Context: an optimization exercise on an open-source flow, tuned for small area, a short achievable clock period and few clock cycles. The choices shown serve that exercise and are no tape-out recipe.
At most, simulation tests tie the RTL to the original design; equivalence was not proved.
Power figures rest on the tool's default switching activity, not on a simulated workload.

==> flow/design.v (excerpt) <==
module bhx_stream (
    input  wire        clk,
    input  wire        rst,
    input  wire        start,
    input  wire [2:0]  op,
    input  wire [23:0] len,
    input  wire [23:0] base,
    input  wire [23:0] cap,
    output wire        busy,
    input  wire        in_valid,
    input  wire [7:0]  in_data,
    output wire        in_ready,
    output wire        out_valid,
    output wire [7:0]  out_data,
    input  wire        out_ready,
    output reg         done,
    output reg  [4:0]  err_code,
    output wire [2:0]  err_stage,
    output reg  [23:0] err_pos,
    output wire [7:0]  err_detail,
    output reg  [23:0] out_len
);
For scale: about 1400 cells after synthesis, about 210 flip-flops, about 160 I/O pins.
clock: 5.0 ns
lec_check: 0
abc_clock_period_in_ps: 2300
cap_margin: 20
core_margin: 2
core_utilization: 40
place_density: 0.6
setup_slack_margin: 2.7
slew_margin: 20
standard.sh (not shown) runs the stock make flow with config.mk's settings and CLKGATE_MAP_FILE= SYNTH_SCRIPT=/design/flow/synth_recipe.tcl, a recipe that flattens the netlist after the stock synthesis.
==> flow/flow/run.sh <==
#!/bin/bash
# Standard layout, with every input and output port buffered by the
# platform's smallest buffer (buf_1) instead of the default delay-cell buffer.
set -euo pipefail
export BUFFER_PORTS_ARGS="-buffer_cell sky130_fd_sc_hd__buf_1"
bash standard.sh > flow.log 2>&1
The starting point ran to the end with no violations.
Edit:
- SETUP_SLACK_MARGIN: 2.7 -> 2.5
The new run finished with timing, DRC and antenna clean.
Hold slack gets worse by 0.053 ns.
Clock skew decreases by 0.015 ns.
Power is lower by 1.8%.
Critical path depth drops by 2.
Non-clock buffer count goes down by 25.
Edit:
==> flow/run.sh (new file) <==
#!/bin/bash
# synth_recipe.tcl (not shown) runs the flow's synth.tcl, then flattens the netlist and writes it again
# the make line also repeats each setting of config.mk as NAME=value (left out here)
make -C /OpenROAD-flow-scripts/flow DESIGN_CONFIG=/design/flow/config.mk WORK_HOME=/design/flow/orfs CLKGATE_MAP_FILE= SYNTH_SCRIPT=/design/flow/synth_recipe.tcl finish
removed: flow/flow/run.sh
removed: flow/standard.sh
Outcome:
- The new run went through all stages and came out clean
- wire length came out higher by a few percent
- worst setup slack got worse by 0.15 ns
- maximum frequency came out lower by a few percent
- global-route usage came out higher by 0.73 points
- sequential power stays flat
- power came out higher by a few percent
Edit:
==> flow/flow/run.sh (new file) <==
#!/bin/bash
# Standard layout, with every input and output port buffered by the
# platform's smallest buffer (buf_1) instead of the default delay-cell buffer.
set -euo pipefail
export BUFFER_PORTS_ARGS="-buffer_cell sky130_fd_sc_hd__buf_1"
bash standard.sh > flow.log 2>&1
==> flow/standard.sh (new file) <==
#!/bin/bash
# synth_recipe.tcl (not shown) runs the flow's synth.tcl, then flattens the netlist and writes it again
# the make line also repeats each setting of config.mk as NAME=value (left out here)
make -C /OpenROAD-flow-scripts/flow DESIGN_CONFIG=/design/flow/config.mk WORK_HOME=/design/flow/orfs CLKGATE_MAP_FILE= SYNTH_SCRIPT=/design/flow/synth_recipe.tcl "${@:-finish}"
- CTS_BUF_LIST: unset -> sky130_fd_sc_hd__clkbuf_4 sky130_fd_sc_hd__clkbuf_8
removed: flow/run.sh
The new run completed with no timing, DRC or antenna violations. Routed wire length shrinks by 3.7%. Clock power fell by about 7%. Total power decreases by about 5%. Core utilization goes down by 3.8 points. Non-clock buffer count drops by 28. Critical path depth increases by 3.
Function was not checked in any run of this note: the RTL went through the layout flow alone.

========
bhx_stream, a different RTL version from the one above (not shown whole).
Size in the first run: about 1400 cells after synthesis, about 160 I/O pins, ~13000 um2 of cells after synthesis.
clock: 5.0 ns
lec_check: 0
abc_clock_period_in_ps: 2300
cap_margin: 20
core_margin: 2
core_utilization: 40
place_density: 0.6
setup_slack_margin: 2.7
slew_margin: 20
run.sh (not shown) runs the stock make flow with config.mk's settings and CLKGATE_MAP_FILE= SYNTH_SCRIPT=/design/flow/synth_recipe.tcl, a recipe that flattens the netlist after the stock synthesis.
Stock flow here: none of the scripts above is used.
The baseline ran to the end with no violations.
==> next run, changes <==
SETUP_SLACK_MARGIN = 2.5   (was 2.7)
Outcome: The new run produced a clean layout; wire length goes down by 3.9%; final area goes down by 4.3%; die area does not change; area after synthesis is unchanged.
Function was not checked in any run of this note: the RTL went through the layout flow alone.

========
run 1:
bhx_stream, a different RTL version from the one above (not shown whole).
For scale: ~1,300 cells after synthesis, ~200 flip-flops, roughly 13,000 um^2 of cells after synthesis.
clock: 5.0 ns
lec_check: 0
abc_clock_period_in_ps: 2500
cap_margin: 20
core_margin: 2
core_utilization: 55
place_density: 0.75
setup_slack_margin: 2.45
slew_margin: 20
standard.sh (not shown) runs the stock make flow with config.mk's settings and CLKGATE_MAP_FILE= SYNTH_SCRIPT=/design/flow/synth_recipe.tcl, a recipe that flattens the netlist after the stock synthesis.
==> flow/flow/run.sh <==
#!/bin/bash
# Standard layout, with every input and output port buffered by the
# platform's smallest buffer (buf_1) instead of the default delay-cell buffer.
set -euo pipefail
export BUFFER_PORTS_ARGS="-buffer_cell sky130_fd_sc_hd__buf_1"
bash standard.sh > flow.log 2>&1
Testbench counts of run 1, summed over its fixed seeds: cycles 137,032.
Input changes introduced in run 2 (baseline for comparison: run 1):
- PLACE_DENSITY: 0.75 -> 0.6
- CORE_UTILIZATION: 55 -> 40
- SETUP_SLACK_MARGIN: 2.45 -> 2.3
Findings:
Run 2 went all the way through the flow, and no timing, DRC or antenna check failed.
Summary — pre-CTS setup slack, run 2 relative to run 1: higher, by 0.062 ns.
Run 1 tops out at a higher clock frequency than run 2.
Changes observed in run 2 relative to run 1: sequential power held; shortest period the worst path allows has increased; placed cell count went up 116; final area shrank by about 0.5%.
For run 1, the worst setup path startpoint was len[23], unlike run 2, where it was out_ready.
Relative to run 2, the following input files were edited for run 3:
- a change of PLACE_DENSITY from 0.6 to 0.75
- a change of CORE_UTILIZATION from 40 to 55
- an added CTS_CLUSTER_DIAMETER of 100
- an added CTS_CLUSTER_SIZE of 30
--- outcome ---
[run 3 vs run 2] total power: higher in run 3. Run 3: smallest setup slack after layout is 0.061 ns higher than what run 2 reported. Between run 3 and run 2, the total global routing track utilization is lower for run 2. Run 3 vs run 2: total length of routed wires down. Across both runs, required time at the worst-slack endpoint was lower for run 3 than for run 2. The maximum clock frequency of run 3 is higher than that of run 2.
diff inputs: run 3 => run 4
- a deleted CTS_CLUSTER_SIZE that had been 30
- a deleted CTS_CLUSTER_DIAMETER that had been 100
- a change of SETUP_SLACK_MARGIN from 2.3 to 2.1
Findings:
Higher worst setup slack goes to run 3 over run 4.
The clock skew was comparable across run 3 and run 4.
[run 4 vs run 3] worst slew slack as a fraction of its limit: higher in run 4

separate check: timing with driven ports:
In the flow no input, the clock included, has a driving cell. The finished layouts below were timed again as built, in two steps.
Step 1 sets driving cells, clkbuf_16 on the clock port and buf_2 on the other inputs (assumed; they add their load-dependent delay and slew).
Step 2 adds t to the input delays and takes it off the output delays; t is the mean of the earliest and latest rising clock arrival at the registers after step 1. Input paths then give back, and output paths get back, about the clock's delay inside the block.
Slacks: ideal / step 1 / step 2; pairs: ideal / step 1.
run	shift t [ns]	setup slack, ns	latest minus earliest clock arrival (ns)	worst register clock-pin slew, ns
the first run of note 1	0.586	2.329 / 2.291 / 1.849	0.025 / 0.026	0.06 / 0.06
the second run of note 1	0.573	2.409 / 2.409 / 1.875	0.011 / 0.011	0.06 / 0.06
the third run of note 1	0.568	2.259 / 2.263 / 1.717	0.014 / 0.014	0.06 / 0.06
the fourth run of note 1	0.574	2.389 / 2.389 / 1.915	0.042 / 0.042	0.06 / 0.06
the first run of note 2	0.568	1.940 / 1.940 / 1.543	0.027 / 0.026	0.06 / 0.06
the second run of note 2	0.573	1.925 / 1.925 / 1.398	0.012 / 0.011	0.06 / 0.06
run 1	0.491	2.464 / 2.467 / 1.976	0.012 / 0.013	0.08 / 0.08
run 2	0.482	2.302 / 2.271 / 1.788	0.015 / 0.015	0.08 / 0.08
run 3	0.493	2.363 / 2.313 / 1.875	0.015 / 0.015	0.08 / 0.08
run 4	0.479	2.221 / 2.230 / 1.750	0.013 / 0.013	0.08 / 0.08
After both steps setup and hold are still met in every run listed. For the third run of note 1, which loses most, drivers alone change the setup slack by +0.004 ns; drivers and shift together by -0.542 ns.
